Context: an optimization exercise on an open-source flow, tuned for small area. The choices shown serve that exercise and are no tape-out recipe.
At most, simulation tests tie the RTL to the original design; equivalence was not proved.
Power is estimated from default activity; no workload was simulated.

run A:
==> flow/design.v (excerpt) <==
module xn_decoder #(
    parameter integer TSW      = 16,
    parameter [7:0]   VER_INIT = 8'd30
) (
    input  wire             clk,
    input  wire             rst,
    input  wire             in_valid,
    input  wire [7:0]       in_byte,
    input  wire [TSW-1:0]   in_ts,
    input  wire             ver_wr,
    input  wire [7:0]       ver_wdata,
    input  wire             discard,
    output reg              out_valid,
    output wire             out_ok,
    output wire [2:0]       out_reason,
    output wire [7:0]       out_call_raw,
    output wire [TSW-1:0]   out_call_ts,
    output wire             out_cf_valid,
    output wire [2:0]       out_kind,
    output wire [4:0]       out_addr,
    output wire             out_bcast,
    output wire             out_def_valid,
    output wire [4:0]       out_def,
    output wire             out_hdr_valid,
    output wire [7:0]       out_hdr,
    output wire             out_id_valid,
    output wire [7:0]       out_id,
    output wire [3:0]       out_payload_len,
    output wire [15*8-1:0]  out_payload,
    output wire             out_checksum_valid,
    output wire [4:0]       out_raw_len,
    output wire [18*8-1:0]  out_raw,
    output wire             diag_ambiguous,
    output wire [2:0]       st,
    output wire [2:0]       fr
);
For scale: roughly 850 cells after synthesis, ~380 I/O pins.
Settings: LEC_CHECK=0, CAP_MARGIN=0, CORE_MARGIN=2, CORE_UTILIZATION=70, SLEW_MARGIN=0; clock period 12.0 ns.
standard.sh (not shown) runs the stock make flow with config.mk's settings and CLKGATE_MAP_FILE= SYNTH_SCRIPT=/design/flow/synth_recipe.tcl, a recipe that flattens the netlist after the stock synthesis.
==> flow/flow/run.sh <==
#!/bin/bash
# Standard ORFS layout (the standard.sh) with: port buffers made of the
# smallest buffer cell (every port still gets one), and a clock tree built
# without dummy load cells. ORFS writes each step's log under orfs/logs;
# make's output goes to standard.log.
set -euo pipefail
export BUFFER_PORTS_ARGS="-buffer_cell sky130_fd_sc_hd__buf_1"
export CTS_ARGS="-sink_clustering_enable -repair_clock_nets -dont_use_dummy_load -buf_list {sky130_fd_sc_hd__clkbuf_4 sky130_fd_sc_hd__clkbuf_8} -sink_clustering_size 12"
bash standard.sh > standard.log 2>&1
diff inputs: run A => run B
-- flow/design.v --
<<< run A, line 68
    output wire [18*8-1:0]  out_raw,
    output wire             diag_ambiguous,
    output wire [2:0]       st,
    output wire [2:0]       fr
);
    localparam integer NDEF   = 32;
>>> run B, line 68
    output wire [18*8-1:0]  out_raw,
    output wire             diag_ambiguous,
    output reg  [2:0]       st,
    output reg  [2:0]       fr
);
    localparam integer NDEF   = 32;
<<< run A, line 101
    wire [7:0]          xacc = buf_q[(BUFCAP-1)*8 +: 8];
    reg  [4:0]          sel;
    reg  [3:0]          stq;
    assign st = stq[3] ? S_FAIL : stq[2:0];
    assign fr = stq[3] ? stq[2:0] : R_NONE;
    reg                 pay2, pay1;   
    function [4:0] vclass;
        input [7:0] v;
>>> run B, line 101
    wire [7:0]          xacc = buf_q[(BUFCAP-1)*8 +: 8];
    reg  [4:0]          sel;
    function [4:0] vclass;
        input [7:0] v;
<<< run A, line 205
    end
    reg        p_none, p_amb;
    always @(*) begin
        p_none = 1'b0; p_amb = 1'b0;
        case (sel)
            5'd8:  p_none = 1'b0;                   
            5'd15: p_amb = !ge30;
            5'd22: p_amb = ge35 && !ge41;           
            5'd24: p_amb = 1'b1;
            5'd3, 5'd5, 5'd7, 5'd31: p_none = !ge30;
>>> run B, line 201
    end
    reg        p_none, p_amb;
    reg [4:0]  p_d;
    always @(*) begin
        p_none = 1'b0; p_amb = 1'b0; p_d = sel;
        case (sel)
            5'd8:  p_d = ge30 ? 5'd8 : 5'd9;
            5'd15: p_amb = !ge30;
            5'd22: if (ge41) p_d = 5'd23; else if (ge35) p_amb = 1'b1;
            5'd24: p_amb = 1'b1;
            5'd3, 5'd5, 5'd7, 5'd31: p_none = !ge30;
<<< run A, line 266
            end
            if (do_proc) begin
                if (is_dat ? p_none : ge30) begin
                    fail = 1'b1; fr_code = R_NOMATCH;
>>> run B, line 263
            end
            if (do_proc) begin
                if (is_dat) n_sel = p_d;
                if (is_dat ? p_none : ge30) begin
                    fail = 1'b1; fr_code = R_NOMATCH;
<<< run A, line 287
    always @(posedge clk) begin
        if (rst) begin
            stq       <= {1'b0, S_WAIT_CALL};
            vcl       <= vclass(VER_INIT);
            out_valid <= 1'b0;
        end else begin
            stq       <= (n_st == S_FAIL) ? {1'b1, n_fr} : {1'b0, n_st};
            vcl       <= vcl_n;
            out_valid <= n_valid;
        end
    end
    wire pay2_n = is_dat && c_idv[sel] && !(sel == 5'd8 && !ge30);
    always @(posedge clk) begin
        pay2 <= pay2_n;
        pay1 <= !pay2_n;
    end
    integer k;
>>> run B, line 285
    always @(posedge clk) begin
        if (rst) begin
            st        <= S_WAIT_CALL;
            fr        <= R_NONE;
            vcl       <= vclass(VER_INIT);
            out_valid <= 1'b0;
        end else begin
            st        <= n_st;
            fr        <= n_fr;
            vcl       <= vcl_n;
            out_valid <= n_valid;
        end
    end
    integer k;
<<< run A, line 318
    end
    wire cf_framed = cls_cf[3] && (cls_cf[2:0] == K_FRAMED);
    assign out_ok             = (st == S_EMIT);
    assign out_checksum_valid = out_ok;
>>> run B, line 313
    end
    wire cf_framed = cls_cf[3] && (cls_cf[2:0] == K_FRAMED);
    wire idv_o = idv_sel;
    assign out_ok             = (st == S_EMIT);
    assign out_checksum_valid = out_ok;
<<< run A, line 329
    assign out_bcast          = cf_bc;
    assign out_def_valid      = (out_ok && cf_framed) || (fr == R_CHECKSUM);
    wire pair89 = (sel == 5'd8)  && !vcl[1];    
    wire pair23 = (sel == 5'd22) &&  vcl[4];    
    assign out_def            = pair89 ? 5'd9 : pair23 ? 5'd23 : sel;
    assign out_hdr_valid      = out_def_valid;
    assign out_hdr            = buf_q[7:0];
    assign out_id_valid       = out_def_valid && pay2;
    assign out_id             = buf_q[15:8];
    assign out_payload_len    = out_def_valid ? (pair89 ? 4'd1 : dl_sel) : 4'd0;
    assign out_payload        = (buf_q[8 +: 120] | {120{pay2}}) & (buf_q[16 +: 120] | {120{pay1}});
    assign out_raw_len        = len;
    assign out_raw            = buf_q;
>>> run B, line 325
    assign out_bcast          = cf_bc;
    assign out_def_valid      = (out_ok && cf_framed) || (fr == R_CHECKSUM);
    assign out_def            = sel;
    assign out_hdr_valid      = out_def_valid;
    assign out_hdr            = buf_q[7:0];
    assign out_id_valid       = out_def_valid && idv_o;
    assign out_id             = buf_q[15:8];
    assign out_payload_len    = out_def_valid ? dl_sel : 4'd0;
    assign out_payload        = idv_o ? buf_q[16 +: 120] : buf_q[8 +: 120];
    assign out_raw_len        = len;
    assign out_raw            = buf_q;
Results
- The initial core utilization of run B falls short of that of run A by 0.89 points.
- Comparing run A against run B, there is no change at all in H-tree level count.
- Diff run A and run B: share of cell area taken by multi-input logic gates lower in run A
- Compared to run A, run B has multi-input combinational cell count 0.91% higher.
- Comparing routed metal-1 wire length for run A and run B, the bigger number came from run A.
- Comparing switching power of the nets for run A and run B, the bigger number came from run B.
- Compared run B vs run A, and routability congestion estimate is up in run B.
- Of run A and run B, run A shows the higher simple-gate share of the synthesized area, with run B below it.
- Looking at compound-cell area share of the yosys netlist across run A and run B, the one that comes out higher is run A.
- On total power draw, run B does worse than run A.
The RTL of run B was laid out without a check of its function.


Setup of cedar:
xn_decoder, a different RTL version from the one above (not shown whole).
For scale: about 850 cells after synthesis, about 190 flip-flops, about 10,000 um^2 of cells after synthesis.
export LEC_CHECK = 0
export CAP_MARGIN = 0
export CORE_MARGIN = 2
export CORE_UTILIZATION = 70
export SLEW_MARGIN = 0
create_clock -name core_clock -period 12.0 [get_ports {clk}]
Scripts as last shown in full above: flow/flow/run.sh
Input-level comparison between pine and cedar:
--- a/flow/design.v
+++ b/flow/design.v
@@ -138,14 +138,19 @@
             else if (!pv)                          classify = {1'b0, R_PARITY};
             else                                   classify = {1'b0, R_UNCLASS};
         end
     endfunction
     wire [3:0] cls_in = classify(b);
     wire [3:0] cls_cf = classify(cf_raw);
     wire       cf_bc  = (cf_raw[4:0] == 5'd0);
+    function [4:0] flen;
+        input [4:0] s;
+        input [3:0] nb;
+        flen = 5'd1 + {4'd0, c_idv[s]} + {1'b0, (c_var[s] ? nb : c_n[s])} + {4'd0, c_ck[s]};
+    endfunction
     reg       h_fail, h_amb, h_id;
     reg [4:0] h_sel;
     always @(*) begin
         h_fail = 1'b0; h_amb = 1'b0; h_id = 1'b0; h_sel = 5'd0;
         if (cf_bc) begin
             casez (b)
                 8'h4?: h_sel = 5'd1;
@@ -302,15 +307,15 @@
             cf_ts  <= in_ts;
         end
         if (in_valid) begin
             len  <= framed_byte ? len_s : 5'd0;
             sel  <= n_sel;
         end
         for (k = 0; k < BUFCAP - 1; k = k + 1)
-            if (in_valid && framed_byte && len == k)
+            if (len == k)
                 buf_q[k*8 +: 8] <= b;
         if (in_valid && framed_byte)
             buf_q[(BUFCAP-1)*8 +: 8] <= (is_hdr || len == BUFCAP - 1) ? b : xsum;
     end
     wire cf_framed = cls_cf[3] && (cls_cf[2:0] == K_FRAMED);
     assign out_ok             = (st == S_EMIT);
     assign out_checksum_valid = out_ok;
[summary]
Diff cedar and pine: combinational cell power higher in pine. Changes observed in pine relative to cedar: detailed-routed wire length on met3 went up; count of placed standard cells in the final layout, fillers left out up 16; first-pass GRT wire length now sits higher; detailed placer's ending HPWL increased by 12% relative to the old numbers. cedar -> pine: area of placed instances increased slightly. Sort cedar and pine by depth of the most critical reg-to-reg path desc -> top: cedar. Mapped cell area ends up higher on pine. Fmax: cedar and pine compared, higher one is cedar. pine ends up with lower fraction of area in registers than cedar does. Against cedar, die extent in x in pine rose slightly. Against cedar, pine reports a met2 usage in global routing that is higher. Diff cedar -> pine | area of all placed cells without fillers | increase of about 0.9%. Routed wire in pine totals more than in cedar.
For pine, only the layout was checked, not whether the RTL still works.

==> what the ideal ports hide <==
The results above use ideal ports. As a check the final layouts listed here were re-extracted and re-timed, cells and wires unchanged. Step 1: set_driving_cell puts a clkbuf_16 on clk and a buf_2 on each other input, an assumption about the parent block. Step 2, shift: input delay + t, output delay - t, t = (earliest + latest rising clock arrival at the registers) / 2. This alone moves slack from input paths to output paths. a / b / c = ideal / step 1 / step 2; a / b = the first two.
| run | t (ns) | setup WS [ns] | hold WS [ns] | worst slew at a driven data input, ns |
|---|---|---|---|---|
| run A | 0.490 | 6.309 / 6.274 / 6.193 | 0.560 / 0.560 / 0.560 | 0.04 |
| run B | 0.494 | 5.470 / 5.432 / 5.926 | 0.496 / 0.496 / 0.496 | 0.04 |
| cedar | 0.490 | 6.309 / 6.274 / 6.193 | 0.560 / 0.560 / 0.560 | 0.04 |
| pine | 0.476 | 6.191 / 6.203 / 5.727 | 0.576 / 0.576 / 0.576 | 0.05 |
After both steps setup and hold are still met in every run listed. For pine, which loses most, drivers alone change the setup slack by +0.012 ns; drivers and shift together by -0.464 ns.
